This is an optimization exercise on Yosys and OpenROAD, whose aim is small area, a short achievable clock period and few clock cycles per item, not a production implementation.
Where RTL was checked, it was by simulation tests only, not by an equivalence proof against the original.
No functional check of the RTL was part of run 3.
Power and IR drop assume default switching activity.

**flow/flow/run.sh**
```bash
#!/bin/bash
# ORFS layout with these changes:
#  - synthesis maps the logic with flow/map.abc (structural choices and
#    area-recovering mapping, keeping the XOR network of the RTL) instead of
#    ORFS's delay-first ABC script; everything else in synthesis, including
#    the flip-flop mapping, is synth_recipe.tcl unchanged;
#  - the port buffers are buf_1 cells (buffer_ports otherwise picks
#    clkdlybuf4s50_1 delay cells).
set -euo pipefail
W=$(pwd)
{
  echo "proc abc {args} { set i [lsearch \$args -script]; if {\$i >= 0} { lset args [expr {\$i+1}] $W/flow/map.abc }; yosys abc {*}\$args }"
  cat synth_recipe.tcl
} > flow_synth.tcl
sed "s#SYNTH_SCRIPT=[^ ]*#SYNTH_SCRIPT=$W/flow_synth.tcl#" standard.sh > flow_standard.sh
grep -q "SYNTH_SCRIPT=$W/flow_synth.tcl" flow_standard.sh
export BUFFER_PORTS_ARGS="-buffer_cell sky130_fd_sc_hd__buf_1"
bash flow_standard.sh > standard.log 2>&1
```
**flow/flow/map.abc**
```
&get -n
&st
&dch
&nf
&put
```
**flow/standard.sh**
```bash
#!/bin/bash
# synth_recipe.tcl (not shown) runs the flow's synth.tcl, then flattens the netlist and writes it again
# the make line also repeats each setting of config.mk as NAME=value (left out here)
make -C /OpenROAD-flow-scripts/flow DESIGN_CONFIG=/design/flow/config.mk WORK_HOME=/design/flow/orfs CLKGATE_MAP_FILE= SYNTH_SCRIPT=/design/flow/synth_recipe.tcl "${@:-finish}"
```
**flow/config.mk**
```make
export PLATFORM = sky130hd
export DESIGN_NAME = erf_decoder
export DESIGN_NICKNAME = erf_decoder
export VERILOG_FILES = /design/flow/design.v
export SDC_FILE = /design/flow/constraint.sdc
export NUM_CORES = 4
export LEC_CHECK = 0
export CAP_MARGIN = 20
export CORE_MARGIN = 2
export CORE_UTILIZATION = 60
export CTS_BUF_LIST = sky130_fd_sc_hd__clkbuf_8
export PLACE_DENSITY = 0.7
export SETUP_SLACK_MARGIN = 2.75
export SLEW_MARGIN = 20
```
**flow/constraint.sdc**
```tcl
create_clock -name core_clock -period 6.0 [get_ports {clk}]
set_input_delay 1.2000 -clock core_clock [delete_from_list [all_inputs] [get_ports {clk}]]
set_output_delay 1.2000 -clock core_clock [all_outputs]
set_load 0.01 [all_outputs]
```
**flow/design.v**
```verilog
module erf_decoder (
    input  wire         clk,
    input  wire         rst,
    input  wire         in_valid,
    output wire         in_ready,
    input  wire         in_vreset,
    input  wire         in_en,
    input  wire [119:0] in_pkt,
    output reg          out_valid,
    input  wire         out_ready,
    output wire         out_trigger,
    output wire [4:0]   out_err,
    output reg  [39:0]  out_ts,
    output reg  [1:0]   out_seq,
    output reg  [7:0]   out_sync,
    output reg  [15:0]  out_crc_rx,
    output wire [15:0]  out_crc_calc,
    output reg  [31:0]  out_flags_lo,
    output reg  [5:0]   out_flags_hi,
    output reg  [2:0]   out_grp_r,
    output reg  [2:0]   out_grp_s,
    output reg  [3:0]   out_pkt_err,
    output reg          out_mode,
    output reg  [4:0]   out_aux
);
    wire [15:0]  synd_in;
    wire cx0 = in_pkt[64] ^ in_pkt[92];
    wire cx1 = in_pkt[20] ^ in_pkt[91];
    wire cx2 = in_pkt[35] ^ in_pkt[113];
    wire cx3 = in_pkt[57] ^ in_pkt[118];
    wire cx4 = in_pkt[106] ^ in_pkt[119];
    wire cx5 = in_pkt[44] ^ in_pkt[63];
    wire cx6 = in_pkt[89] ^ in_pkt[111];
    wire cx7 = in_pkt[86] ^ in_pkt[112];
    wire cx8 = in_pkt[43] ^ cx5;
    wire cx9 = in_pkt[88] ^ in_pkt[94];
    wire cx10 = in_pkt[71] ^ cx4;
    wire cx11 = in_pkt[85] ^ cx0;
    wire cx12 = in_pkt[25] ^ in_pkt[105];
    wire cx13 = in_pkt[45] ^ in_pkt[65];
    wire cx14 = in_pkt[23] ^ in_pkt[29];
    wire cx15 = in_pkt[72] ^ cx1;
    wire cx16 = in_pkt[66] ^ in_pkt[87];
    wire cx17 = in_pkt[33] ^ in_pkt[61];
    wire cx18 = in_pkt[16] ^ in_pkt[62];
    wire cx19 = in_pkt[26] ^ in_pkt[27];
    wire cx20 = in_pkt[24] ^ in_pkt[30];
    wire cx21 = in_pkt[19] ^ in_pkt[90];
    wire cx22 = in_pkt[32] ^ in_pkt[107];
    wire cx23 = in_pkt[22] ^ in_pkt[28];
    wire cx24 = in_pkt[60] ^ in_pkt[70];
    wire cx25 = in_pkt[47] ^ cx2;
    wire cx26 = in_pkt[18] ^ in_pkt[83];
    wire cx27 = cx3 ^ cx18;
    wire cx28 = in_pkt[37] ^ cx6;
    wire cx29 = in_pkt[31] ^ in_pkt[104];
    wire cx30 = in_pkt[17] ^ in_pkt[21];
    wire cx31 = in_pkt[93] ^ cx13;
    wire cx32 = in_pkt[82] ^ cx9;
    wire cx33 = in_pkt[41] ^ cx17;
    wire cx34 = in_pkt[84] ^ in_pkt[110];
    wire cx35 = in_pkt[34] ^ cx7;
    wire cx36 = in_pkt[67] ^ cx24;
    wire cx37 = in_pkt[96] ^ in_pkt[99];
    wire cx38 = in_pkt[95] ^ cx19;
    wire cx39 = in_pkt[59] ^ in_pkt[69];
    wire cx40 = in_pkt[49] ^ in_pkt[74];
    wire cx41 = in_pkt[97] ^ in_pkt[115];
    wire cx42 = in_pkt[46] ^ in_pkt[108];
    wire cx43 = in_pkt[40] ^ in_pkt[50];
    wire cx44 = in_pkt[52] ^ cx30;
    wire cx45 = in_pkt[73] ^ in_pkt[100];
    wire cx46 = in_pkt[42] ^ in_pkt[98];
    wire cx47 = in_pkt[117] ^ cx37;
    wire cx48 = in_pkt[48] ^ in_pkt[68];
    wire cx49 = in_pkt[116] ^ cx12;
    wire cx50 = in_pkt[102] ^ cx23;
    wire cx51 = in_pkt[39] ^ in_pkt[101];
    wire cx52 = cx14 ^ cx21;
    wire cx53 = cx22 ^ cx34;
    wire cx54 = cx16 ^ cx25;
    wire cx55 = in_pkt[38] ^ in_pkt[81];
    wire cx56 = cx8 ^ cx11;
    wire cx57 = in_pkt[36] ^ in_pkt[114];
    wire cx58 = in_pkt[51] ^ in_pkt[76];
    wire cx59 = cx15 ^ cx20;
    wire cx60 = in_pkt[78] ^ cx50;
    wire cx61 = in_pkt[75] ^ in_pkt[109];
    wire cx62 = cx31 ^ cx35;
    wire cx63 = in_pkt[54] ^ in_pkt[103];
    wire cx64 = in_pkt[56] ^ in_pkt[58];
    wire cx65 = cx46 ^ cx55;
    wire cx66 = cx10 ^ cx38;
    wire cx67 = cx27 ^ cx65;
    wire cx68 = cx49 ^ cx52;
    wire cx69 = in_pkt[75] ^ in_pkt[77];
    wire cx70 = cx43 ^ cx69;
    wire cx71 = cx33 ^ cx53;
    wire cx72 = cx40 ^ cx64;
    wire cx73 = cx32 ^ cx44;
    wire cx74 = in_pkt[55] ^ cx29;
    wire cx75 = cx48 ^ cx57;
    wire cx76 = in_pkt[110] ^ cx58;
    wire cx77 = cx56 ^ cx62;
    wire cx78 = cx39 ^ cx45;
    wire cx79 = cx42 ^ cx51;
    wire cx80 = cx41 ^ cx63;
    wire cx81 = cx15 ^ cx28;
    wire cx82 = cx2 ^ cx61;
    wire cx83 = in_pkt[38] ^ cx7;
    wire cx84 = cx66 ^ cx67;
    wire cx85 = cx78 ^ cx83;
    wire cx86 = cx0 ^ cx44;
    wire cx87 = in_pkt[23] ^ in_pkt[105];
    wire cx88 = in_pkt[68] ^ cx26;
    wire cx89 = in_pkt[79] ^ cx10;
    wire cx90 = in_pkt[71] ^ cx29;
    wire cx91 = cx36 ^ cx80;
    wire cx92 = in_pkt[18] ^ in_pkt[92];
    wire cx93 = in_pkt[17] ^ in_pkt[79];
    wire cx94 = in_pkt[29] ^ in_pkt[39];
    wire cx95 = in_pkt[53] ^ in_pkt[99];
    wire cx96 = cx72 ^ cx88;
    wire cx97 = in_pkt[28] ^ in_pkt[80];
    wire cx98 = cx14 ^ cx95;
    wire cx99 = cx47 ^ cx82;
    wire cx100 = in_pkt[58] ^ in_pkt[106];
    wire cx101 = in_pkt[114] ^ cx4;
    wire cx102 = in_pkt[66] ^ in_pkt[69];
    wire cx103 = in_pkt[20] ^ in_pkt[44];
    wire cx104 = in_pkt[35] ^ in_pkt[97];
    wire cx105 = in_pkt[96] ^ in_pkt[116];
    wire cx106 = in_pkt[91] ^ in_pkt[108];
    wire cx107 = in_pkt[16] ^ in_pkt[31];
    wire cx108 = cx6 ^ cx106;
    wire cx109 = in_pkt[32] ^ in_pkt[103];
    wire cx110 = cx40 ^ cx102;
    wire cx111 = in_pkt[74] ^ in_pkt[98];
    wire cx112 = in_pkt[48] ^ in_pkt[90];
    wire cx113 = in_pkt[21] ^ in_pkt[53];
    wire cx114 = cx56 ^ cx60;
    wire cx115 = in_pkt[80] ^ in_pkt[119];
    wire cx116 = cx11 ^ cx70;
    wire cx117 = cx3 ^ cx9;
    wire cx118 = cx85 ^ cx86;
    wire cx119 = cx43 ^ cx112;
    wire cx120 = in_pkt[33] ^ in_pkt[111];
    wire cx121 = cx12 ^ cx120;
    wire cx122 = cx26 ^ cx115;
    wire cx123 = cx32 ^ cx76;
    wire cx124 = cx28 ^ cx75;
    wire cx125 = in_pkt[72] ^ in_pkt[86];
    wire cx126 = in_pkt[19] ^ in_pkt[81];
    wire cx127 = cx20 ^ cx104;
    wire cx128 = cx54 ^ cx124;
    wire cx129 = cx79 ^ cx122;
    wire cx130 = in_pkt[61] ^ in_pkt[67];
    wire cx131 = cx22 ^ cx130;
    wire cx132 = in_pkt[30] ^ in_pkt[63];
    wire cx133 = in_pkt[40] ^ in_pkt[85];
    wire cx134 = cx116 ^ cx129;
    wire cx135 = cx66 ^ cx73;
    wire cx136 = in_pkt[51] ^ in_pkt[113];
    wire cx137 = cx107 ^ cx126;
    wire cx138 = in_pkt[46] ^ cx39;
    wire cx139 = in_pkt[27] ^ in_pkt[36];
    wire cx140 = in_pkt[0] ^ in_pkt[107];
    wire cx141 = cx1 ^ cx41;
    wire cx142 = cx42 ^ cx45;
    wire cx143 = cx57 ^ cx100;
    wire cx144 = cx113 ^ cx140;
    wire cx145 = cx36 ^ cx38;
    wire cx146 = cx76 ^ cx117;
    wire cx147 = cx121 ^ cx137;
    wire cx148 = cx141 ^ cx142;
    wire cx149 = cx143 ^ cx144;
    wire cx150 = cx54 ^ cx145;
    wire cx151 = cx146 ^ cx147;
    wire cx152 = cx148 ^ cx149;
    wire cx153 = cx77 ^ cx150;
    wire cx154 = cx151 ^ cx152;
    wire cx155 = cx153 ^ cx154;
    assign synd_in[0] = ~cx155;
    wire cx156 = in_pkt[1] ^ in_pkt[54];
    wire cx157 = in_pkt[58] ^ in_pkt[59];
    wire cx158 = in_pkt[77] ^ in_pkt[101];
    wire cx159 = in_pkt[109] ^ in_pkt[115];
    wire cx160 = cx0 ^ cx23;
    wire cx161 = cx42 ^ cx103;
    wire cx162 = cx105 ^ cx111;
    wire cx163 = cx156 ^ cx157;
    wire cx164 = cx158 ^ cx159;
    wire cx165 = cx131 ^ cx160;
    wire cx166 = cx161 ^ cx162;
    wire cx167 = cx163 ^ cx164;
    wire cx168 = cx62 ^ cx165;
    wire cx169 = cx166 ^ cx167;
    wire cx170 = cx128 ^ cx135;
    wire cx171 = cx168 ^ cx169;
    wire cx172 = cx170 ^ cx171;
    assign synd_in[1] = ~cx172;
    wire cx173 = in_pkt[2] ^ in_pkt[26];
    wire cx174 = in_pkt[31] ^ in_pkt[34];
    wire cx175 = in_pkt[49] ^ in_pkt[55];
    wire cx176 = in_pkt[70] ^ in_pkt[86];
    wire cx177 = cx26 ^ cx48;
    wire cx178 = cx55 ^ cx58;
    wire cx179 = cx61 ^ cx100;
    wire cx180 = cx173 ^ cx174;
    wire cx181 = cx175 ^ cx176;
    wire cx182 = cx27 ^ cx47;
    wire cx183 = cx78 ^ cx177;
    wire cx184 = cx178 ^ cx179;
    wire cx185 = cx180 ^ cx181;
    wire cx186 = cx68 ^ cx81;
    wire cx187 = cx182 ^ cx183;
    wire cx188 = cx184 ^ cx185;
    wire cx189 = cx114 ^ cx186;
    wire cx190 = cx187 ^ cx188;
    wire cx191 = cx189 ^ cx190;
    assign synd_in[2] = ~cx191;
    wire cx192 = in_pkt[3] ^ in_pkt[50];
    wire cx193 = in_pkt[76] ^ in_pkt[77];
    wire cx194 = in_pkt[82] ^ in_pkt[87];
    wire cx195 = in_pkt[103] ^ in_pkt[117];
    wire cx196 = in_pkt[118] ^ cx1;
    wire cx197 = cx5 ^ cx19;
    wire cx198 = cx24 ^ cx51;
    wire cx199 = cx192 ^ cx193;
    wire cx200 = cx194 ^ cx195;
    wire cx201 = cx31 ^ cx52;
    wire cx202 = cx53 ^ cx72;
    wire cx203 = cx127 ^ cx196;
    wire cx204 = cx197 ^ cx198;
    wire cx205 = cx199 ^ cx200;
    wire cx206 = cx89 ^ cx201;
    wire cx207 = cx202 ^ cx203;
    wire cx208 = cx204 ^ cx205;
    wire cx209 = cx118 ^ cx206;
    wire cx210 = cx207 ^ cx208;
    wire cx211 = cx209 ^ cx210;
    assign synd_in[3] = ~cx211;
    wire cx212 = in_pkt[4] ^ in_pkt[25];
    wire cx213 = in_pkt[59] ^ in_pkt[107];
    wire cx214 = in_pkt[111] ^ cx16;
    wire cx215 = cx17 ^ cx24;
    wire cx216 = cx111 ^ cx113;
    wire cx217 = cx136 ^ cx139;
    wire cx218 = cx212 ^ cx213;
    wire cx219 = cx31 ^ cx90;
    wire cx220 = cx117 ^ cx214;
    wire cx221 = cx215 ^ cx216;
    wire cx222 = cx217 ^ cx218;
    wire cx223 = cx59 ^ cx60;
    wire cx224 = cx219 ^ cx220;
    wire cx225 = cx221 ^ cx222;
    wire cx226 = cx134 ^ cx223;
    wire cx227 = cx224 ^ cx225;
    wire cx228 = cx226 ^ cx227;
    assign synd_in[4] = ~cx228;
    wire cx229 = in_pkt[5] ^ in_pkt[45];
    wire cx230 = in_pkt[52] ^ in_pkt[64];
    wire cx231 = in_pkt[70] ^ in_pkt[87];
    wire cx232 = in_pkt[100] ^ cx133;
    wire cx233 = cx139 ^ cx229;
    wire cx234 = cx230 ^ cx231;
    wire cx235 = cx8 ^ cx27;
    wire cx236 = cx80 ^ cx82;
    wire cx237 = cx98 ^ cx232;
    wire cx238 = cx233 ^ cx234;
    wire cx239 = cx60 ^ cx71;
    wire cx240 = cx81 ^ cx89;
    wire cx241 = cx235 ^ cx236;
    wire cx242 = cx237 ^ cx238;
    wire cx243 = cx239 ^ cx240;
    wire cx244 = cx241 ^ cx242;
    wire cx245 = cx243 ^ cx244;
    assign synd_in[5] = ~cx245;
    wire cx246 = in_pkt[6] ^ in_pkt[37];
    wire cx247 = in_pkt[41] ^ in_pkt[43];
    wire cx248 = in_pkt[51] ^ in_pkt[93];
    wire cx249 = in_pkt[94] ^ in_pkt[101];
    wire cx250 = cx93 ^ cx97;
    wire cx251 = cx246 ^ cx247;
    wire cx252 = cx248 ^ cx249;
    wire cx253 = cx74 ^ cx250;
    wire cx254 = cx251 ^ cx252;
    wire cx255 = cx54 ^ cx59;
    wire cx256 = cx68 ^ cx91;
    wire cx257 = cx253 ^ cx254;
    wire cx258 = cx84 ^ cx255;
    wire cx259 = cx256 ^ cx257;
    wire cx260 = cx258 ^ cx259;
    assign synd_in[6] = cx260;
    wire cx261 = in_pkt[7] ^ in_pkt[73];
    wire cx262 = in_pkt[102] ^ cx64;
    wire cx263 = cx92 ^ cx94;
    wire cx264 = cx97 ^ cx261;
    wire cx265 = cx8 ^ cx47;
    wire cx266 = cx49 ^ cx65;
    wire cx267 = cx74 ^ cx75;
    wire cx268 = cx131 ^ cx262;
    wire cx269 = cx263 ^ cx264;
    wire cx270 = cx59 ^ cx265;
    wire cx271 = cx266 ^ cx267;
    wire cx272 = cx268 ^ cx269;
    wire cx273 = cx135 ^ cx270;
    wire cx274 = cx271 ^ cx272;
    wire cx275 = cx273 ^ cx274;
    assign synd_in[7] = cx275;
    wire cx276 = in_pkt[8] ^ in_pkt[65];
    wire cx277 = cx18 ^ cx23;
    wire cx278 = cx57 ^ cx94;
    wire cx279 = cx109 ^ cx132;
    wire cx280 = cx133 ^ cx276;
    wire cx281 = cx35 ^ cx36;
    wire cx282 = cx47 ^ cx138;
    wire cx283 = cx277 ^ cx278;
    wire cx284 = cx279 ^ cx280;
    wire cx285 = cx54 ^ cx81;
    wire cx286 = cx96 ^ cx123;
    wire cx287 = cx281 ^ cx282;
    wire cx288 = cx283 ^ cx284;
    wire cx289 = cx285 ^ cx286;
    wire cx290 = cx287 ^ cx288;
    wire cx291 = cx289 ^ cx290;
    assign synd_in[8] = cx291;
    wire cx292 = in_pkt[9] ^ in_pkt[83];
    wire cx293 = in_pkt[84] ^ in_pkt[88];
    wire cx294 = in_pkt[95] ^ cx3;
    wire cx295 = cx41 ^ cx132;
    wire cx296 = cx292 ^ cx293;
    wire cx297 = cx33 ^ cx36;
    wire cx298 = cx52 ^ cx70;
    wire cx299 = cx90 ^ cx294;
    wire cx300 = cx295 ^ cx296;
    wire cx301 = cx297 ^ cx298;
    wire cx302 = cx299 ^ cx300;
    wire cx303 = cx118 ^ cx128;
    wire cx304 = cx301 ^ cx302;
    wire cx305 = cx303 ^ cx304;
    assign synd_in[9] = ~cx305;
    wire cx306 = in_pkt[10] ^ in_pkt[21];
    wire cx307 = in_pkt[22] ^ in_pkt[25];
    wire cx308 = in_pkt[45] ^ in_pkt[47];
    wire cx309 = in_pkt[78] ^ in_pkt[94];
    wire cx310 = cx21 ^ cx45;
    wire cx311 = cx48 ^ cx92;
    wire cx312 = cx105 ^ cx125;
    wire cx313 = cx306 ^ cx307;
    wire cx314 = cx308 ^ cx309;
    wire cx315 = cx8 ^ cx28;
    wire cx316 = cx79 ^ cx110;
    wire cx317 = cx127 ^ cx310;
    wire cx318 = cx311 ^ cx312;
    wire cx319 = cx313 ^ cx314;
    wire cx320 = cx71 ^ cx315;
    wire cx321 = cx316 ^ cx317;
    wire cx322 = cx318 ^ cx319;
    wire cx323 = cx84 ^ cx320;
    wire cx324 = cx321 ^ cx322;
    wire cx325 = cx323 ^ cx324;
    assign synd_in[10] = cx325;
    wire cx326 = in_pkt[11] ^ in_pkt[53];
    wire cx327 = in_pkt[60] ^ in_pkt[65];
    wire cx328 = in_pkt[79] ^ in_pkt[92];
    wire cx329 = in_pkt[100] ^ in_pkt[115];
    wire cx330 = cx30 ^ cx51;
    wire cx331 = cx87 ^ cx125;
    wire cx332 = cx326 ^ cx327;
    wire cx333 = cx328 ^ cx329;
    wire cx334 = cx50 ^ cx101;
    wire cx335 = cx110 ^ cx119;
    wire cx336 = cx330 ^ cx331;
    wire cx337 = cx332 ^ cx333;
    wire cx338 = cx67 ^ cx99;
    wire cx339 = cx123 ^ cx334;
    wire cx340 = cx335 ^ cx336;
    wire cx341 = cx337 ^ cx338;
    wire cx342 = cx339 ^ cx340;
    wire cx343 = cx341 ^ cx342;
    assign synd_in[11] = cx343;
    wire cx344 = in_pkt[12] ^ in_pkt[22];
    wire cx345 = in_pkt[24] ^ in_pkt[49];
    wire cx346 = in_pkt[57] ^ in_pkt[60];
    wire cx347 = in_pkt[89] ^ in_pkt[102];
    wire cx348 = cx13 ^ cx19;
    wire cx349 = cx63 ^ cx103;
    wire cx350 = cx344 ^ cx345;
    wire cx351 = cx346 ^ cx347;
    wire cx352 = cx25 ^ cx33;
    wire cx353 = cx35 ^ cx49;
    wire cx354 = cx98 ^ cx137;
    wire cx355 = cx348 ^ cx349;
    wire cx356 = cx350 ^ cx351;
    wire cx357 = cx73 ^ cx352;
    wire cx358 = cx353 ^ cx354;
    wire cx359 = cx355 ^ cx356;
    wire cx360 = cx134 ^ cx357;
    wire cx361 = cx358 ^ cx359;
    wire cx362 = cx360 ^ cx361;
    assign synd_in[12] = cx362;
    wire cx363 = in_pkt[13] ^ in_pkt[17];
    wire cx364 = in_pkt[42] ^ in_pkt[55];
    wire cx365 = in_pkt[73] ^ in_pkt[109];
    wire cx366 = in_pkt[112] ^ in_pkt[117];
    wire cx367 = cx20 ^ cx26;
    wire cx368 = cx29 ^ cx87;
    wire cx369 = cx363 ^ cx364;
    wire cx370 = cx365 ^ cx366;
    wire cx371 = cx27 ^ cx32;
    wire cx372 = cx108 ^ cx119;
    wire cx373 = cx367 ^ cx368;
    wire cx374 = cx369 ^ cx370;
    wire cx375 = cx71 ^ cx91;
    wire cx376 = cx371 ^ cx372;
    wire cx377 = cx373 ^ cx374;
    wire cx378 = cx114 ^ cx375;
    wire cx379 = cx376 ^ cx377;
    wire cx380 = cx378 ^ cx379;
    assign synd_in[13] = ~cx380;
    wire cx381 = in_pkt[14] ^ in_pkt[24];
    wire cx382 = in_pkt[62] ^ in_pkt[95];
    wire cx383 = in_pkt[109] ^ in_pkt[118];
    wire cx384 = cx34 ^ cx46;
    wire cx385 = cx93 ^ cx109;
    wire cx386 = cx136 ^ cx381;
    wire cx387 = cx382 ^ cx383;
    wire cx388 = cx10 ^ cx33;
    wire cx389 = cx74 ^ cx108;
    wire cx390 = cx384 ^ cx385;
    wire cx391 = cx386 ^ cx387;
    wire cx392 = cx68 ^ cx96;
    wire cx393 = cx388 ^ cx389;
    wire cx394 = cx390 ^ cx391;
    wire cx395 = cx77 ^ cx392;
    wire cx396 = cx393 ^ cx394;
    wire cx397 = cx395 ^ cx396;
    assign synd_in[14] = cx397;
    wire cx398 = in_pkt[15] ^ in_pkt[18];
    wire cx399 = in_pkt[26] ^ in_pkt[42];
    wire cx400 = in_pkt[50] ^ in_pkt[52];
    wire cx401 = in_pkt[56] ^ in_pkt[57];
    wire cx402 = in_pkt[62] ^ in_pkt[80];
    wire cx403 = in_pkt[94] ^ in_pkt[104];
    wire cx404 = cx16 ^ cx21;
    wire cx405 = cx398 ^ cx399;
    wire cx406 = cx400 ^ cx401;
    wire cx407 = cx402 ^ cx403;
    wire cx408 = cx53 ^ cx101;
    wire cx409 = cx121 ^ cx138;
    wire cx410 = cx404 ^ cx405;
    wire cx411 = cx406 ^ cx407;
    wire cx412 = cx59 ^ cx99;
    wire cx413 = cx408 ^ cx409;
    wire cx414 = cx410 ^ cx411;
    wire cx415 = cx77 ^ cx412;
    wire cx416 = cx413 ^ cx414;
    wire cx417 = cx415 ^ cx416;
    assign synd_in[15] = cx417;
    wire [3:0]   synd_nz_in = {|synd_in[15:12], |synd_in[11:8], |synd_in[7:4], |synd_in[3:0]};
    wire [39:0] i_ts   = in_pkt[119:80];
    wire [1:0]  i_seq  = in_pkt[25:24];
    wire [7:0]  i_sync = in_pkt[23:16];
    wire [7:0]  b3 = in_pkt[31:24];
    wire [7:0]  b4 = in_pkt[39:32];
    wire [7:0]  b5 = in_pkt[47:40];
    wire [7:0]  b6 = in_pkt[55:48];
    wire [7:0]  b7 = in_pkt[63:56];
    wire [7:0]  b8 = in_pkt[71:64];
    wire [7:0]  b9 = in_pkt[79:72];
    wire [37:0] i_flags = {b9, b8, b7[7:1], b6[5:0], b5[7:3], b4[7:4]};
    wire [135:0] i_res = {i_ts, i_seq, i_sync, in_pkt[15:0], synd_in, i_flags,
                          b5[0], b5[1], b5[2], b6[6], b6[7], b7[0],
                          b4[3:0], b3[7], b3[6:2]};
    reg          c_seq_have;
    reg  [1:0]   c_last_seq;
    reg          c_sync_have;
    reg          c_last_sync;   
    reg  [39:0]  c_last_ts;
    reg          u_seq;    
    reg          u_sync;   
    reg          u_ts;     
    reg          r_trig;
    reg          r_seq_bad;
    reg          r_sync_rep;
    reg          r_sync_bad;
    reg          r_ts_bad;
    reg  [15:0]  r_synd;
    reg  [3:0]   r_synd_nz;
    assign out_crc_calc = r_synd ^ out_crc_rx;
    wire crc_ok = (r_synd_nz == 4'd0);
    assign out_trigger = r_trig & crc_ok;
    assign out_err     = crc_ok ? {r_ts_bad, r_sync_bad, r_sync_rep, r_seq_bad, 1'b0} : 5'h01;
    reg          c_ts_nz;
    reg          r_ts_nz;
    wire         e_seq  = u_seq  & crc_ok;
    wire         e_sync = u_sync & crc_ok;
    wire         e_ts   = u_ts   & crc_ok;
    wire         s_seq_have  = c_seq_have | e_seq;
    wire [1:0]   s_last_seq  = e_seq ? out_seq : c_last_seq;
    wire         s_sync_have = c_sync_have | e_sync;
    wire         s_last_sync = e_sync ? out_sync[0] : c_last_sync;
    wire [39:0]  s_last_ts   = e_ts ? out_ts : c_last_ts;
    wire         s_ts_nz     = e_ts ? r_ts_nz : c_ts_nz;
    assign in_ready = !out_valid || out_ready;
    wire acc     = in_valid && in_ready;
    wire acc_dec = acc && !in_vreset;
    wire clr     = rst || (acc && in_vreset);
    wire hold    = out_valid && !out_ready;
    wire ld      = !hold && in_en;
    wire tc_g0_0 = i_ts[0] & ~s_last_ts[0];
    wire tc_p0_0 = i_ts[0] | ~s_last_ts[0];
    wire tc_g1_0 = i_ts[1] & ~s_last_ts[1];
    wire tc_p1_0 = i_ts[1] | ~s_last_ts[1];
    wire tc_g2_0 = i_ts[2] & ~s_last_ts[2];
    wire tc_p2_0 = i_ts[2] | ~s_last_ts[2];
    wire tc_g3_0 = i_ts[3] & ~s_last_ts[3];
    wire tc_p3_0 = i_ts[3] | ~s_last_ts[3];
    wire tc_g4_0 = i_ts[4] & ~s_last_ts[4];
    wire tc_p4_0 = i_ts[4] | ~s_last_ts[4];
    wire tc_g5_0 = i_ts[5] & ~s_last_ts[5];
    wire tc_p5_0 = i_ts[5] | ~s_last_ts[5];
    wire tc_g6_0 = i_ts[6] & ~s_last_ts[6];
    wire tc_p6_0 = i_ts[6] | ~s_last_ts[6];
    wire tc_g7_0 = i_ts[7] & ~s_last_ts[7];
    wire tc_p7_0 = i_ts[7] | ~s_last_ts[7];
    wire tc_g8_0 = i_ts[8] & ~s_last_ts[8];
    wire tc_p8_0 = i_ts[8] | ~s_last_ts[8];
    wire tc_g9_0 = i_ts[9] & ~s_last_ts[9];
    wire tc_p9_0 = i_ts[9] | ~s_last_ts[9];
    wire tc_g10_0 = i_ts[10] & ~s_last_ts[10];
    wire tc_p10_0 = i_ts[10] | ~s_last_ts[10];
    wire tc_g11_0 = i_ts[11] & ~s_last_ts[11];
    wire tc_p11_0 = i_ts[11] | ~s_last_ts[11];
    wire tc_g12_0 = i_ts[12] & ~s_last_ts[12];
    wire tc_p12_0 = i_ts[12] | ~s_last_ts[12];
    wire tc_g13_0 = i_ts[13] & ~s_last_ts[13];
    wire tc_p13_0 = i_ts[13] | ~s_last_ts[13];
    wire tc_g14_0 = i_ts[14] & ~s_last_ts[14];
    wire tc_p14_0 = i_ts[14] | ~s_last_ts[14];
    wire tc_g15_0 = i_ts[15] & ~s_last_ts[15];
    wire tc_p15_0 = i_ts[15] | ~s_last_ts[15];
    wire tc_g16_0 = i_ts[16] & ~s_last_ts[16];
    wire tc_p16_0 = i_ts[16] | ~s_last_ts[16];
    wire tc_g17_0 = i_ts[17] & ~s_last_ts[17];
    wire tc_p17_0 = i_ts[17] | ~s_last_ts[17];
    wire tc_g18_0 = i_ts[18] & ~s_last_ts[18];
    wire tc_p18_0 = i_ts[18] | ~s_last_ts[18];
    wire tc_g19_0 = i_ts[19] & ~s_last_ts[19];
    wire tc_p19_0 = i_ts[19] | ~s_last_ts[19];
    wire tc_g20_0 = i_ts[20] & ~s_last_ts[20];
    wire tc_p20_0 = i_ts[20] | ~s_last_ts[20];
    wire tc_g21_0 = i_ts[21] & ~s_last_ts[21];
    wire tc_p21_0 = i_ts[21] | ~s_last_ts[21];
    wire tc_g22_0 = i_ts[22] & ~s_last_ts[22];
    wire tc_p22_0 = i_ts[22] | ~s_last_ts[22];
    wire tc_g23_0 = i_ts[23] & ~s_last_ts[23];
    wire tc_p23_0 = i_ts[23] | ~s_last_ts[23];
    wire tc_g24_0 = i_ts[24] & ~s_last_ts[24];
    wire tc_p24_0 = i_ts[24] | ~s_last_ts[24];
    wire tc_g25_0 = i_ts[25] & ~s_last_ts[25];
    wire tc_p25_0 = i_ts[25] | ~s_last_ts[25];
    wire tc_g26_0 = i_ts[26] & ~s_last_ts[26];
    wire tc_p26_0 = i_ts[26] | ~s_last_ts[26];
    wire tc_g27_0 = i_ts[27] & ~s_last_ts[27];
    wire tc_p27_0 = i_ts[27] | ~s_last_ts[27];
    wire tc_g28_0 = i_ts[28] & ~s_last_ts[28];
    wire tc_p28_0 = i_ts[28] | ~s_last_ts[28];
    wire tc_g29_0 = i_ts[29] & ~s_last_ts[29];
    wire tc_p29_0 = i_ts[29] | ~s_last_ts[29];
    wire tc_g30_0 = i_ts[30] & ~s_last_ts[30];
    wire tc_p30_0 = i_ts[30] | ~s_last_ts[30];
    wire tc_g31_0 = i_ts[31] & ~s_last_ts[31];
    wire tc_p31_0 = i_ts[31] | ~s_last_ts[31];
    wire tc_g32_0 = i_ts[32] & ~s_last_ts[32];
    wire tc_p32_0 = i_ts[32] | ~s_last_ts[32];
    wire tc_g33_0 = i_ts[33] & ~s_last_ts[33];
    wire tc_p33_0 = i_ts[33] | ~s_last_ts[33];
    wire tc_g34_0 = i_ts[34] & ~s_last_ts[34];
    wire tc_p34_0 = i_ts[34] | ~s_last_ts[34];
    wire tc_g35_0 = i_ts[35] & ~s_last_ts[35];
    wire tc_p35_0 = i_ts[35] | ~s_last_ts[35];
    wire tc_g36_0 = i_ts[36] & ~s_last_ts[36];
    wire tc_p36_0 = i_ts[36] | ~s_last_ts[36];
    wire tc_g37_0 = i_ts[37] & ~s_last_ts[37];
    wire tc_p37_0 = i_ts[37] | ~s_last_ts[37];
    wire tc_g38_0 = i_ts[38] & ~s_last_ts[38];
    wire tc_p38_0 = i_ts[38] | ~s_last_ts[38];
    wire tc_g39_0 = i_ts[39] & ~s_last_ts[39];
    wire tc_p39_0 = i_ts[39] | ~s_last_ts[39];
    wire tc_g0_1 = tc_g1_0 | (tc_p1_0 & tc_g0_0);
    wire tc_p0_1 = tc_p1_0 & tc_p0_0;
    wire tc_g1_1 = tc_g3_0 | (tc_p3_0 & tc_g2_0);
    wire tc_p1_1 = tc_p3_0 & tc_p2_0;
    wire tc_g2_1 = tc_g5_0 | (tc_p5_0 & tc_g4_0);
    wire tc_p2_1 = tc_p5_0 & tc_p4_0;
    wire tc_g3_1 = tc_g7_0 | (tc_p7_0 & tc_g6_0);
    wire tc_p3_1 = tc_p7_0 & tc_p6_0;
    wire tc_g4_1 = tc_g9_0 | (tc_p9_0 & tc_g8_0);
    wire tc_p4_1 = tc_p9_0 & tc_p8_0;
    wire tc_g5_1 = tc_g11_0 | (tc_p11_0 & tc_g10_0);
    wire tc_p5_1 = tc_p11_0 & tc_p10_0;
    wire tc_g6_1 = tc_g13_0 | (tc_p13_0 & tc_g12_0);
    wire tc_p6_1 = tc_p13_0 & tc_p12_0;
    wire tc_g7_1 = tc_g15_0 | (tc_p15_0 & tc_g14_0);
    wire tc_p7_1 = tc_p15_0 & tc_p14_0;
    wire tc_g8_1 = tc_g17_0 | (tc_p17_0 & tc_g16_0);
    wire tc_p8_1 = tc_p17_0 & tc_p16_0;
    wire tc_g9_1 = tc_g19_0 | (tc_p19_0 & tc_g18_0);
    wire tc_p9_1 = tc_p19_0 & tc_p18_0;
    wire tc_g10_1 = tc_g21_0 | (tc_p21_0 & tc_g20_0);
    wire tc_p10_1 = tc_p21_0 & tc_p20_0;
    wire tc_g11_1 = tc_g23_0 | (tc_p23_0 & tc_g22_0);
    wire tc_p11_1 = tc_p23_0 & tc_p22_0;
    wire tc_g12_1 = tc_g25_0 | (tc_p25_0 & tc_g24_0);
    wire tc_p12_1 = tc_p25_0 & tc_p24_0;
    wire tc_g13_1 = tc_g27_0 | (tc_p27_0 & tc_g26_0);
    wire tc_p13_1 = tc_p27_0 & tc_p26_0;
    wire tc_g14_1 = tc_g29_0 | (tc_p29_0 & tc_g28_0);
    wire tc_p14_1 = tc_p29_0 & tc_p28_0;
    wire tc_g15_1 = tc_g31_0 | (tc_p31_0 & tc_g30_0);
    wire tc_p15_1 = tc_p31_0 & tc_p30_0;
    wire tc_g16_1 = tc_g33_0 | (tc_p33_0 & tc_g32_0);
    wire tc_p16_1 = tc_p33_0 & tc_p32_0;
    wire tc_g17_1 = tc_g35_0 | (tc_p35_0 & tc_g34_0);
    wire tc_p17_1 = tc_p35_0 & tc_p34_0;
    wire tc_g18_1 = tc_g37_0 | (tc_p37_0 & tc_g36_0);
    wire tc_p18_1 = tc_p37_0 & tc_p36_0;
    wire tc_g19_1 = tc_g39_0 | (tc_p39_0 & tc_g38_0);
    wire tc_p19_1 = tc_p39_0 & tc_p38_0;
    wire tc_g0_2 = tc_g1_1 | (tc_p1_1 & tc_g0_1);
    wire tc_p0_2 = tc_p1_1 & tc_p0_1;
    wire tc_g1_2 = tc_g3_1 | (tc_p3_1 & tc_g2_1);
    wire tc_p1_2 = tc_p3_1 & tc_p2_1;
    wire tc_g2_2 = tc_g5_1 | (tc_p5_1 & tc_g4_1);
    wire tc_p2_2 = tc_p5_1 & tc_p4_1;
    wire tc_g3_2 = tc_g7_1 | (tc_p7_1 & tc_g6_1);
    wire tc_p3_2 = tc_p7_1 & tc_p6_1;
    wire tc_g4_2 = tc_g9_1 | (tc_p9_1 & tc_g8_1);
    wire tc_p4_2 = tc_p9_1 & tc_p8_1;
    wire tc_g5_2 = tc_g11_1 | (tc_p11_1 & tc_g10_1);
    wire tc_p5_2 = tc_p11_1 & tc_p10_1;
    wire tc_g6_2 = tc_g13_1 | (tc_p13_1 & tc_g12_1);
    wire tc_p6_2 = tc_p13_1 & tc_p12_1;
    wire tc_g7_2 = tc_g15_1 | (tc_p15_1 & tc_g14_1);
    wire tc_p7_2 = tc_p15_1 & tc_p14_1;
    wire tc_g8_2 = tc_g17_1 | (tc_p17_1 & tc_g16_1);
    wire tc_p8_2 = tc_p17_1 & tc_p16_1;
    wire tc_g9_2 = tc_g19_1 | (tc_p19_1 & tc_g18_1);
    wire tc_p9_2 = tc_p19_1 & tc_p18_1;
    wire tc_g0_3 = tc_g1_2 | (tc_p1_2 & tc_g0_2);
    wire tc_p0_3 = tc_p1_2 & tc_p0_2;
    wire tc_g1_3 = tc_g3_2 | (tc_p3_2 & tc_g2_2);
    wire tc_p1_3 = tc_p3_2 & tc_p2_2;
    wire tc_g2_3 = tc_g5_2 | (tc_p5_2 & tc_g4_2);
    wire tc_p2_3 = tc_p5_2 & tc_p4_2;
    wire tc_g3_3 = tc_g7_2 | (tc_p7_2 & tc_g6_2);
    wire tc_p3_3 = tc_p7_2 & tc_p6_2;
    wire tc_g4_3 = tc_g9_2 | (tc_p9_2 & tc_g8_2);
    wire tc_p4_3 = tc_p9_2 & tc_p8_2;
    wire tc_g0_4 = tc_g1_3 | (tc_p1_3 & tc_g0_3);
    wire tc_p0_4 = tc_p1_3 & tc_p0_3;
    wire tc_g1_4 = tc_g3_3 | (tc_p3_3 & tc_g2_3);
    wire tc_p1_4 = tc_p3_3 & tc_p2_3;
    wire tc_g0_5 = tc_g1_4 | (tc_p1_4 & tc_g0_4);
    wire tc_p0_5 = tc_p1_4 & tc_p0_4;
    wire tc_g0_6 = tc_g4_3 | (tc_p4_3 & tc_g0_5);
    wire ts_gt = tc_g0_6;
    wire sync_bad = !((i_sync == 8'h55) || (i_sync == 8'hAA));
    wire seq_bad_c  = c_seq_have && (i_seq != c_last_seq + 2'd1);
    wire seq_bad_o  = (i_seq != out_seq + 2'd1);
    wire seq_bad    = e_seq ? seq_bad_o : seq_bad_c;
    wire sync_rep_c = c_sync_have && (i_sync[0] == c_last_sync);
    wire sync_rep_o = (i_sync[0] == out_sync[0]);
    wire sync_rep   = e_sync ? sync_rep_o : sync_rep_c;
    wire ts_bad     = s_ts_nz && !ts_gt;
    wire [135:0] res_q = {out_ts, out_seq, out_sync, out_crc_rx, r_synd,
                          out_flags_hi, out_flags_lo, out_grp_r, out_grp_s,
                          out_pkt_err, out_mode, out_aux};
    wire [135:0] res_d = ({136{ld}} & i_res) | ({136{hold}} & res_q);
    always @(posedge clk) begin
        if (clr) begin
            c_seq_have  <= 1'b0;
            c_last_seq  <= 2'd0;
            c_sync_have <= 1'b0;
            c_last_sync <= 1'b0;
            c_last_ts   <= 40'd0;
            c_ts_nz     <= 1'b0;
        end else begin
            c_seq_have  <= s_seq_have;
            c_last_seq  <= s_last_seq;
            c_sync_have <= s_sync_have;
            c_last_sync <= s_last_sync;
            c_last_ts   <= s_last_ts;
            c_ts_nz     <= s_ts_nz;
        end
        if (rst || !acc_dec) begin
            u_seq  <= 1'b0;
            u_sync <= 1'b0;
            u_ts   <= 1'b0;
        end else begin
            u_seq  <= in_en;
            u_sync <= in_en && !sync_bad;
            u_ts   <= in_en && !sync_bad && !ts_bad;
        end
        if (rst)
            out_valid <= 1'b0;
        else if (acc)
            out_valid <= !in_vreset;
        else if (out_ready)
            out_valid <= 1'b0;
        if (!hold) begin
            r_trig     <= in_en && !sync_bad;
            r_seq_bad  <= in_en && seq_bad;
            r_sync_bad <= in_en && sync_bad;
            r_sync_rep <= in_en && !sync_bad && sync_rep;
            r_ts_bad   <= in_en && !sync_bad && ts_bad;
            r_ts_nz    <= in_en && (i_ts != 40'd0);
            r_synd_nz  <= {4{in_en}} & synd_nz_in;
        end
        {out_ts, out_seq, out_sync, out_crc_rx, r_synd,
         out_flags_hi, out_flags_lo, out_grp_r, out_grp_s,
         out_pkt_err, out_mode, out_aux} <= res_d;
    end
endmodule
```
==> results of run 1 <==
metrics by stage:
| step | instances | setup WS, ns |
|---|---|---|
| 2_1_floorplan | 1026 | -0.157 |
| 3_3_place_gp | 1525 | 1.89 |
| 3_5_place_dp | 1526 | 1.86 |
| 4_1_cts | 1560 | 2.67 |
| 5_1_grt | 1568 | 2.73 |
| 6_report | 1568 | 2.82 |
cell families after synthesis:
family          synth area share, %
mux                            3.58
compound gates                 16.0
simple gates                   5.98
xor+xnor                       36.2
buf+inv                       0.354
flops                          37.9
worst min-delay path: cells and delay by family (launching register included):
family / cells / cell delay [ns]
and+or+nand+nor: 1 / 0.06
AOI/OAI and AO/OA: 1 / 0.05
DFF: 1 / 0.33
routing by layer:
layer / track usage (%) / part of all wire [%] / up-vias
met1: 46.2 / 42 / 4397
met5: 0 / 0 / -
met2: 56.9 / 48 / 375
met3: 4.67 / 5.9 / 62
li1: - / - / 4231
met4: 15.2 / 3.6 / 0
power groups by stage:
stage,Combinational (W),Clock [W],Sequential [W]
after floorplan,0.00164,0,0.00157
after global placement,0.00218,0,0.00156
after detailed placement,0.00219,0,0.00156
after CTS,0.00223,0.000907,0.00153
after global routing,0.00243,0.000952,0.00154
final,0.00228,0.000902,0.00153
layout by cell type, fill, tap and decap left out, types with 5 or more instances in the layout:
cell	instances
nor3_1	7
a22oi_1	12
o21ai_0	6
o211ai_1	6
clkinv_1	9
dfxtp_1	186
mux2i_4	7
a211o_1	5
buf_1	256
edfxtp_1	10
a21o_1	6
a22o_1	131
xnor2_2	21
clkbuf_8	17
nor4_1	17
nor2_1	72
and2_0	6
nand2_1	21
clkbuf_2	8
xor2_1	106
o22ai_1	6
buf_2	6
xnor2_1	286
o21ai_1	9
buf_4	12
xor2_2	15
mux2i_1	28
a21oi_1	7
area by class of cell:
type | count | area, sq um | share of cell area (%)
clock inverters | 15 | 185 | 1.43
clock buffers | 17 | 234 | 1.81
flip-flops and latches | 196 | 4020 | 31.2
multi-input cells | 822 | 7010 | 54.3
inverters | 10 | 40.0 | 0.310
repair buffers | 283 | 1130 | 8.77
well taps | 225 | 282 | 2.18
sequential cells by signal, indices dropped and copies added, names as in the netlist, 2 cells and up:
name / flops
c_last_ts: 40
out_ts: 40
out_flags_lo: 32
out_crc_rx: 16
r_synd: 16
out_sync: 8
out_flags_hi: 6
out_aux: 5
out_pkt_err: 4
r_synd_nz: 4
out_grp_r: 3
out_grp_s: 3
c_last_seq: 2
out_seq: 2
how the worst max path moves through the flow:
stage | cells after the start | to | start
finish | 9 | r_synd_nz[2] | in_pkt[49]
global route | 9 | r_synd_nz[3] | in_pkt[22]
CTS | 9 | r_synd_nz[3] | in_pkt[45]
detailed placement | 9 | r_synd_nz[3] | in_pkt[86]
global placement | 9 | r_synd_nz[3] | in_pkt[86]
floorplan | 3 | out_aux[0] | out_ready
timing repair:
action,CTS,global route
endpoints found under the setup margin,11,13
gates cloned,1,2
pin swaps,1,3
resized for setup,18,48
setup buffers,1,6
==> metrics.cfg, run 1 <==
[run_status]
status = timing/DRC/antenna clean

[hold_path]
min_from = r_synd[0]
min_path_type = reg -> reg
hold_path_depth = 2
hold_end = r_synd[0]

[clocking]
cts_sinks = 196
cts.clk_slew.worst_paths_ns = 0.11
cts_tree = yes
cts_made_buffers = 17
cts.htree.levels = 4
root_buffer = clkbuf_8
hold_buffers = 0
insertion_delay_ns = 0.50
clock_path_buffers = 2

[pwr]
power.internal_w = 0.00286
ir_drop_mv = 0.255
p_total_w = 0.00471
p_clk_share_pct = 19.1
pwr_density_cell_mw_per_mm2 = 365
combPwrFrac_pct = 48.4
pwr-share-seq_pct = 32.5
switchingPower_w = 0.00186
swShare_pct = 39.4
total_leakage_power_nw = 4.96

[logic_synthesis]
synth_area_sq_mm = 0.0106
async_flop_share_pct = 0
synthFlopType = dfxtp_1
ys_ff_latch = 196
yosys-top-cells-area = dfxtp_1 35%, xnor2_1 25%, a22o_1 11%, xor2_1 10%, mux2i_1 3.6%
yosysTopAreaCellShare_pct = 35.1
synth_common_cells = 307 x xnor2_1, 186 x dfxtp_1, 131 x a22o_1
synth_top_area_cell = dfxtp_1
synth_edf_count = 10
syn_avg_cell_area_sq_um = 10.3
ys_types = 39
ys.warnings.count = 1
syn_inst = 1026
seq_area_frac_synth_pct = 37.9
synth_nets = 1152
yosysMostFrequentCell = xnor2_1

[cells_and_area]
stdcell_area_sq_mm = 0.0129
final_core_util_pct = 74.6
drive_gt1_share_pct = 8.64
num_antenna_cells = 0
area_delta_synth_final_pct = 21.6
nets = 1456
n_fill_cell = 1327

[global_route]
antenna_found_initial = 0
gr-total-overflow = 0
grt_max_degree = 77
grt_util_all_layers_pct = 34.9
grt_pass1_wl_mm = 48.7
grt_pass1_vias = 8469

[die]
initial_core_util_pct = 61.4
die_area_sq_mm = 0.0188
die_w_microns = 137
ios = 270
rows = 48
coreArea_sq_mm = 0.0173
die_h_microns = 137

[setup_path]
crit_path_max_fanout = 4
crit_buf_inv = 1
cpLargestDelayFamily = XOR/XNOR gates
worstPathArrival_ns = 3.42
critPathRequiredTime_ns = 6.24
reg2reg_depth = 12
start_kind = input pin
r2r_slack_ns = 2.90
crit_path_frequent_cell = xnor2_1
cpPeakStageDelay_ns = 0.43
crit_chain = buf_1, xor2_1, xor2_2, xnor2_1, xor2_1, xnor2_1, xnor2_1, nor2_1, a31oi_1
cpMaxStageDelayCell = xnor2_1
timing.rr.start = r_synd_nz[2]
r2r_end = r_ts_bad
endpoint_kind = flip-flop
crit_type = in -> reg

[placement]
hpwl_mm = 25.8
dpl_cell_area_sq_mm = 0.0120
place_congestion = 1.01
port_buffers = 269

[run]
cap_violations = 0

[detailed_routing]
vias = 9065
wl_mm = 33.3
routedWlPerCell_microns = 21.3
route.detailed.drc = 0
drtPass1Iterations = 5
drtIter0Drc = 578
routed_via_density = 5.78
postRouteAntennaNets = 0

[timing]
min_period_over_period_pct = 53.0
period_minus_slack_ns = 3.18
finalHoldViolCount = 0
holdWs_ns = 0.476
fmax_mhz = 315
worst_pin_slew_ns = 1.01
finalSetupTns_ns = 0
rsz0062_at_grt = true
maxSlewHeadroom_pct = 32.4
drv_slew = 0
finClkSkew_ns = 0.0167
setup_viol = 0

Testbench counts, summed over its fixed seeds: cycles 2,408, items 2,365.
==> run 2, diff against run 1 <==
--- a/flow/config.mk
+++ b/flow/config.mk
@@ -9,6 +9,8 @@
 export CORE_MARGIN = 2
 export CORE_UTILIZATION = 60
 export CTS_BUF_LIST = sky130_fd_sc_hd__clkbuf_8
+export CTS_CLUSTER_DIAMETER = 60
+export CTS_CLUSTER_SIZE = 30
 export PLACE_DENSITY = 0.7
 export SETUP_SLACK_MARGIN = 2.75
 export SLEW_MARGIN = 20
==> metrics.cfg, run 2 <==
[clocking]
insertion_delay_ns = 0.50  ; about the same
root_buffer = clkbuf_8  ; unchanged
cts.clk_slew.worst_paths_ns = 0.11  ; about the same
clock_path_buffers = 2  ; unchanged
cts_made_buffers = 17  ; unchanged
cts_tree = yes  ; unchanged
cts_sinks = 196  ; unchanged
cts.htree.levels = 4  ; unchanged
hold_buffers = 0  ; unchanged

[setup_path]
cpMaxStageDelayCell = xnor2_1  ; unchanged
crit_path_frequent_cell = xnor2_1  ; unchanged
worstPathArrival_ns = 3.42  ; about the same
endpoint_kind = flip-flop  ; unchanged
crit_path_max_fanout = 4  ; unchanged
reg2reg_depth = 12  ; unchanged
start_kind = input pin  ; unchanged
critPathRequiredTime_ns = 6.24  ; about the same
crit_type = in -> reg  ; unchanged
cpPeakStageDelay_ns = 0.43  ; about the same
crit_chain = buf_1, xor2_1, xor2_2, xnor2_1, xor2_1, xnor2_1, xnor2_1, nor2_1, a31oi_1  ; unchanged

[die]
initial_core_util_pct = 61.4  ; unchanged
coreArea_sq_mm = 0.0173  ; unchanged
die_area_sq_mm = 0.0188  ; unchanged
die_w_microns = 137  ; unchanged
rows = 48  ; unchanged
ios = 270  ; unchanged
die_h_microns = 137  ; unchanged

[timing]
worst_pin_slew_ns = 1.01  ; unchanged
fin_ws_ns = 2.82  ; unchanged
period_minus_slack_ns = 3.18  ; unchanged
finalHoldViolCount = 0  ; unchanged
finClkSkew_ns = 0.0167  ; unchanged
drv_slew = 0  ; unchanged
setup_viol = 0  ; unchanged
rsz0062_at_grt = true  ; unchanged
fmax_mhz = 315  ; unchanged
maxSlewHeadroom_pct = 32.4  ; unchanged
min_period_over_period_pct = 53.0  ; unchanged

[logic_synthesis]
yosysMostFrequentCell = xnor2_1  ; unchanged
ys_ff_latch = 196  ; unchanged
synth_nets = 1152  ; unchanged
syn_inst = 1026  ; unchanged
syn_avg_cell_area_sq_um = 10.3  ; unchanged
ys_types = 39  ; unchanged
synth_edf_count = 10  ; unchanged
yosys-top-cells-area = dfxtp_1 35%, xnor2_1 25%, a22o_1 11%, xor2_1 10%, mux2i_1 3.6%  ; unchanged
synth_area_sq_mm = 0.0106  ; unchanged
synth_common_cells = 307 x xnor2_1, 186 x dfxtp_1, 131 x a22o_1  ; unchanged
synthFlopType = dfxtp_1  ; unchanged
synth_top_area_cell = dfxtp_1  ; unchanged
ys.warnings.count = 1  ; unchanged
seq_area_frac_synth_pct = 37.9  ; unchanged
async_flop_share_pct = 0  ; unchanged
yosysTopAreaCellShare_pct = 35.1  ; unchanged

[cells_and_area]
num_antenna_cells = 0  ; unchanged
nets = 1456  ; unchanged
stdcell_count = 1568  ; unchanged
drive_gt1_share_pct = 8.64  ; unchanged
final_core_util_pct = 74.6  ; unchanged
mostFrequentLayoutCells = 286 x xnor2_1, 256 x buf_1, 186 x dfxtp_1  ; unchanged
stdcell_area_sq_mm = 0.0129  ; unchanged
final_common_cell = xnor2_1  ; unchanged
area_delta_synth_final_pct = 21.6  ; unchanged

[pwr]
pwr_density_cell_mw_per_mm2 = 365  ; unchanged
total_leakage_power_nw = 4.96  ; unchanged
ir_drop_mv = 0.255  ; unchanged
p_total_w = 0.00471  ; unchanged

[detailed_routing]
wl_mm = 33.3  ; unchanged
wl_met3_mm = 1.95  ; unchanged
routed-wl-met2_mm = 16.1  ; unchanged
drtIter0Drc = 578  ; unchanged
routedWlPerCell_microns = 21.3  ; unchanged
topRoutingLayerUsed = met4  ; unchanged
vias = 9065  ; unchanged
drtPass1Iterations = 5  ; unchanged
wl_met1_mm = 14.1  ; unchanged
postRouteAntennaNets = 0  ; unchanged
routed_via_density = 5.78  ; unchanged
route.detailed.drc = 0  ; unchanged

[hold_path]
hold_path_depth = 2  ; unchanged
min_path_type = reg -> reg  ; unchanged

[global_route]
grt_max_degree = 77  ; unchanged
grt_pass1_vias = 8469  ; unchanged
antenna_found_initial = 0  ; unchanged
grt_pass1_wl_mm = 48.7  ; unchanged
gr-total-overflow = 0  ; unchanged
grt_util_all_layers_pct = 34.9  ; unchanged

[placement]
dpl_cell_area_sq_mm = 0.0120  ; unchanged
place_congestion = 1.01  ; unchanged
hpwl_mm = 25.8  ; unchanged
dp_cells = 1526  ; unchanged
post-place-ws_ns = 1.86  ; unchanged
port_buffers = 269  ; unchanged

[run]
cap_violations = 0  ; unchanged

[run_status]
status = timing/DRC/antenna clean  ; unchanged

==> run 2: cell counts after synthesis <==
Identical to the previous run, type by type.
==> run 2: metal layers <==
metal  track usage [%]  vias up
li1                  -     4231
met1              46.2     4397
met2              56.9      375
met3              4.67       62
met4              15.2        0
met5                 0        -
==> run 2: what timing repair did <==
item	CTS	global route
cloned	1	2
gates resized for setup	18	48
setup endpoints to repair	11	13
pin swaps	1	3
buffers inserted	1	6
==> run 2: kinds of logic (layout without fill, tap and decap cells) <==
logic type / count (synthesis) / in the layout / synth area share [%]
compound gates: 209 / 209 / 16.0
xor+xnor: 432 / 432 / 36.2
buf+inv: 10 / 325 / 0.354
flops: 196 / 196 / 37.9
mux: 38 / 38 / 3.58
simple gates: 141 / 143 / 5.98
==> run 2: layout make-up <==
cell class              count  area [sq um]
flip-flops and latches    196          4020
well taps                 225           282
inverters                  10          40.0
clock buffers              17           234
multi-input cells         822          7010
repair buffers            283          1130
fillers                  1327          4390
clock inverters            15           185
==> run 2: metrics by stage <==
| step | TNS (ns) | hold slack (ns) |
|---|---|---|
| global placement | 0 | 0.448 |
| detailed placement | 0 | 0.457 |
| floorplan | -19.89 | 0.438 |
| CTS | 0 | 0.476 |
| finish | 0 | 0.476 |
| global route | 0 | 0.493 |
==> run 2: path summary, 6_finish.rpt <==
check	startpoint	end	slack, ns
worst max register to register	r_synd_nz[2]	r_ts_bad	2.90
worst min register to register	r_synd[0]	r_synd[0]	0.48
worst max-delay path	in_pkt[49]	r_synd_nz[2]	2.82
worst min-delay path	r_synd[0]	r_synd[0]	0.48
==> run 2: report_power, final <==
part | leakage (nW) | internal (W) | total, W | switching (W)
combinational | 3.10 | 0.00106 | 0.00228 | 0.00122
sequential | 1.65 | 0.00145 | 0.00153 | 0.0000866
clock | 0.214 | 0.000357 | 0.000902 | 0.000545
total | 4.96 | 0.00286 | 0.00471 | 0.00186
==> run 2: worst max-delay path, delay by kind of cell <==
kind / cells / cell delay (ns)
and+or+nand+nor: 1 / 0.26
xor gates and xnor gates: 6 / 1.50
AOI/OAI and AO/OA: 1 / 0.12
buffers and inverters: 1 / 0.33
==> run 3, diff against run 2 <==
--- a/flow/design.v
+++ b/flow/design.v
@@ -679,6 +679,11 @@
                           out_flags_hi, out_flags_lo, out_grp_r, out_grp_s,
                           out_pkt_err, out_mode, out_aux};
     wire [135:0] res_d = ({136{ld}} & i_res) | ({136{hold}} & res_q);
+    wire [9:0] i_flg = {!sync_bad, seq_bad, sync_bad, !sync_bad && sync_rep,
+                        !sync_bad && ts_bad, i_ts != 40'd0, synd_nz_in};
+    wire [9:0] flg_q = {r_trig, r_seq_bad, r_sync_bad, r_sync_rep, r_ts_bad, r_ts_nz,
+                        r_synd_nz};
+    wire [9:0] flg_d = ({10{ld}} & i_flg) | ({10{hold}} & flg_q);
     always @(posedge clk) begin
         if (clr) begin
             c_seq_have  <= 1'b0;
@@ -710,15 +715,8 @@
             out_valid <= !in_vreset;
         else if (out_ready)
             out_valid <= 1'b0;
-        if (!hold) begin
-            r_trig     <= in_en && !sync_bad;
-            r_seq_bad  <= in_en && seq_bad;
-            r_sync_bad <= in_en && sync_bad;
-            r_sync_rep <= in_en && !sync_bad && sync_rep;
-            r_ts_bad   <= in_en && !sync_bad && ts_bad;
-            r_ts_nz    <= in_en && (i_ts != 40'd0);
-            r_synd_nz  <= {4{in_en}} & synd_nz_in;
-        end
+        {r_trig, r_seq_bad, r_sync_bad, r_sync_rep, r_ts_bad, r_ts_nz,
+         r_synd_nz} <= flg_d;
         {out_ts, out_seq, out_sync, out_crc_rx, r_synd,
          out_flags_hi, out_flags_lo, out_grp_r, out_grp_s,
          out_pkt_err, out_mode, out_aux} <= res_d;
--- a/flow/config.mk
+++ b/flow/config.mk
@@ -9,8 +9,6 @@
 export CORE_MARGIN = 2
 export CORE_UTILIZATION = 60
 export CTS_BUF_LIST = sky130_fd_sc_hd__clkbuf_8
-export CTS_CLUSTER_DIAMETER = 60
-export CTS_CLUSTER_SIZE = 30
 export PLACE_DENSITY = 0.7
-export SETUP_SLACK_MARGIN = 2.75
+export SETUP_SLACK_MARGIN = 2.85
 export SLEW_MARGIN = 20
==> metrics.cfg, run 3 <==
[run_status]
status = timing/DRC/antenna clean  ; unchanged

[setup_path]
critPathRequiredTime_ns = 6.38  ; was 6.24 ns
endpoint_kind = flip-flop  ; unchanged
crit_path_max_fanout = 4  ; unchanged
worstPathArrival_ns = 3.53  ; was 3.42 ns
start_kind = input pin  ; unchanged
reg2reg_depth = 12  ; unchanged
r2r_slack_ns = 2.89  ; was 2.90 ns
r2r_end = r_ts_bad  ; unchanged
timing.rr.start = r_synd_nz[3]  ; was r_synd_nz[2]
crit_type = in -> reg  ; unchanged

[global_route]
antenna_found_initial = 0  ; unchanged
grt_max_degree = 77  ; unchanged
gr-total-overflow = 0  ; unchanged
grt_util_all_layers_pct = 35.9  ; was 34.9%
grt_pass1_vias = 8633  ; was 8469
grt_pass1_wl_mm = 49.6  ; was 48.7 mm

[cells_and_area]
mostFrequentLayoutCells = 271 x xnor2_1, 257 x buf_1, 195 x dfxtp_1  ; was 286 x xnor2_1, 256 x buf_1, 186 x dfxtp_1
stdcell_area_sq_mm = 0.0130  ; was 0.0129 sq mm
stdcell_count = 1594  ; was 1568
final_core_util_pct = 75.7  ; was 74.6%
num_antenna_cells = 0  ; unchanged
drive_gt1_share_pct = 10.1  ; was 8.64%
nets = 1482  ; was 1456
final_common_cell = xnor2_1  ; unchanged
area_delta_synth_final_pct = 23.9  ; was 21.6%

[detailed_routing]
wl_mm = 34.5  ; was 33.3 mm
route.detailed.drc = 0  ; unchanged
postRouteAntennaNets = 0  ; unchanged
drtPass1Iterations = 5  ; unchanged
drtIter0Drc = 759  ; was 578
routed_via_density = 5.87  ; was 5.78
vias = 9362  ; was 9065
routedWlPerCell_microns = 21.7  ; was 21.3 microns

[timing]
fmax_mhz = 318  ; was 315 MHz
period_minus_slack_ns = 3.15  ; was 3.18 ns
finalSetupTns_ns = 0  ; unchanged
finalHoldViolCount = 0  ; unchanged
finClkSkew_ns = 0.0177  ; was 0.0167 ns
setup_viol = 0  ; unchanged
min_period_over_period_pct = 52.5  ; was 53.0%
drv_slew = 0  ; unchanged
rsz0062_at_grt = true  ; unchanged
maxSlewHeadroom_pct = 29.9  ; was 32.4%
fin_ws_ns = 2.85  ; was 2.82 ns
worst_pin_slew_ns = 1.05  ; was 1.01 ns

[clocking]
root_buffer = clkbuf_8  ; unchanged
cts_sinks = 196  ; unchanged
clock_path_buffers = 2  ; unchanged
insertion_delay_ns = 0.50  ; about the same
cts.clk_slew.worst_paths_ns = 0.11  ; about the same
cts_made_buffers = 17  ; unchanged
cts_tree = yes  ; unchanged
hold_buffers = 0  ; unchanged
cts.htree.levels = 4  ; unchanged

[logic_synthesis]
synth_edf_count = 0  ; was 10
seq_area_frac_synth_pct = 37.3  ; was 37.9%
syn_avg_cell_area_sq_um = 10.1  ; was 10.3 sq um
ys_types = 37  ; was 39
synth_nets = 1173  ; was 1152
ys.warnings.count = 1  ; unchanged
synth_top_area_cell = dfxtp_1  ; unchanged
yosysMostFrequentCell = xnor2_1  ; unchanged
yosys-top-cells-area = dfxtp_1 37%, xnor2_1 25%, xor2_1 11%, a22o_1 10%, mux2i_1 4.1%  ; was dfxtp_1 35%, xnor2_1 25%, a22o_1 11%, xor2_1 10%, mux2i_1 3.6%
syn_inst = 1047  ; was 1026
async_flop_share_pct = 0  ; unchanged
ys_ff_latch = 196  ; unchanged
synth_common_cells = 295 x xnor2_1, 196 x dfxtp_1, 127 x xor2_1  ; was 307 x xnor2_1, 186 x dfxtp_1, 131 x a22o_1
synthFlopType = dfxtp_1  ; unchanged
synth_area_sq_mm = 0.0105  ; was 0.0106 sq mm
yosysTopAreaCellShare_pct = 37.3  ; was 35.1%

[die]
die_h_microns = 136  ; was 137 microns
ios = 270  ; unchanged
die_w_microns = 136  ; was 137 microns
die_area_sq_mm = 0.0186  ; was 0.0188 sq mm
rows = 48  ; unchanged
initial_core_util_pct = 61.1  ; was 61.4%
coreArea_sq_mm = 0.0172  ; was 0.0173 sq mm

[placement]
port_buffers = 269  ; unchanged
hpwl_mm = 25.3  ; was 25.8 mm
dpl_cell_area_sq_mm = 0.0119  ; was 0.0120 sq mm
dp_cells = 1548  ; was 1526
post-place-ws_ns = 1.97  ; was 1.86 ns
place_congestion = 1.06  ; was 1.01

[pwr]
pwr_density_cell_mw_per_mm2 = 350  ; was 365 mW/mm^2
total_leakage_power_nw = 5.09  ; was 4.96 nW
ir_drop_mv = 0.200  ; was 0.255 mV

[hold_path]
min_path_type = reg -> reg  ; unchanged
hold_path_depth = 2  ; unchanged
hold_end = r_trig  ; was r_synd[0]
min_from = r_trig  ; was r_synd[0]

[run]
cap_violations = 0  ; unchanged

## run 3: changes by cell type after synthesis, moves of 10 or more
cell,change
a21oi_1,+13
dfxtp_1,+10
nand2_1,+26
a22o_1,-10
edfxtp_1,-10
xnor2_1,-12
## run 3: worst max path at each step
stage / slack (ns) / to / from / depth (start not counted)
floorplan: 1.37 / in_ready / out_ready / 2
global placement: 1.98 / r_synd_nz[3] / in_pkt[92] / 10
detailed placement: 1.97 / r_ts_bad / r_synd_nz[0] / 12
CTS: 2.85 / r_synd_nz[3] / in_pkt[94] / 10
global route: 2.78 / r_ts_bad / r_synd_nz[3] / 13
finish: 2.85 / r_synd_nz[3] / in_pkt[49] / 10
## run 3: area by class of cell
class,count,area (sq um)
flip-flops and latches,196,3930
inverters,3,12.5
fillers,1308,4190
repair buffers,288,1250
well taps,225,282
clock buffers,18,248
clock inverters,14,179
multi-input cells,850,7150
## run 3: timing repair
action / in CTS / in global routing
buffers inserted: 7 / 3
pin swaps: 2 / 6
gates cloned: 3 / 1
gates resized for setup: 38 / 61
endpoints found under the setup margin: 29 / 17
## run 3: critical path, stage by stage
cell	delay (ns)
buf_1	0.41
xnor2_1	0.21
xnor2_1	0.52
xnor2_1	0.26
xnor2_1	0.19
xnor2_1	0.15
xnor2_1	0.15
nand2_2	0.08
nand3_1	0.09
a211o_1	0.26
## run 3: cell families (layout without fill, tap and decap cells)
family	after synthesis	after routing	synth area share, %
xor+xnor	426	426	36.0
compound gates	206	206	15.4
flops	196	196	37.3
simple gates	173	175	7.24
mux	43	43	4.09
buf+inv	3	323	0.107
## run 3: metrics by stage
stage	hold slack, ns	total power (W)
2_1_floorplan	0.416	0.00303
3_3_place_gp	0.432	0.00357
3_5_place_dp	0.434	0.00358
4_1_cts	0.452	0.00451
5_1_grt	0.472	0.00478
6_report	0.450	0.00457
## run 3: report_power, final
| group | total, W | internal (W) | switching, W |
|---|---|---|---|
| sequential | 0.00152 | 0.00143 | 0.0000900 |
| clock | 0.000918 | 0.000367 | 0.000550 |
| combinational | 0.00214 | 0.000942 | 0.00119 |
| total | 0.00457 | 0.00274 | 0.00183 |
## run 3: layer usage
metal	share of wire (%)	vias to the layer above	GRT usage (%)
met4	3.8	0	15.3
met5	0	-	0
met1	40	4530	46.6
li1	-	4287	-
met3	8.0	84	4.96
met2	48	461	59.5

separate check: timing with driven ports:
The results above use ideal ports. As a check the final layouts listed here were re-extracted and re-timed, cells and wires unchanged.
Step 1 assumes that a clkbuf_16 drives the clock port and a buf_2 every other input.
Step 2 times the ports against the registers' clock, not the clock port: input delays grow and output delays shrink by t, the midpoint of the rising clock arrivals with the driver on.
Slacks: ideal / step 1 / step 2; pairs: ideal / step 1.
| run | shift t [ns] | setup WS [ns] | hold slack, ns |
|---|---|---|---|
| run 1 | 0.532 | 2.822 / 2.834 / 2.312 | 0.476 / 0.476 / 0.476 |
| run 2 | 0.532 | 2.822 / 2.834 / 2.312 | 0.476 / 0.476 / 0.476 |
| run 3 | 0.534 | 2.851 / 2.811 / 2.335 | 0.450 / 0.450 / 0.450 |
After both steps every run listed still meets setup and hold. The setup slack of run 3, which loses most, moves by -0.040 ns with the drivers and by -0.516 ns with both steps.
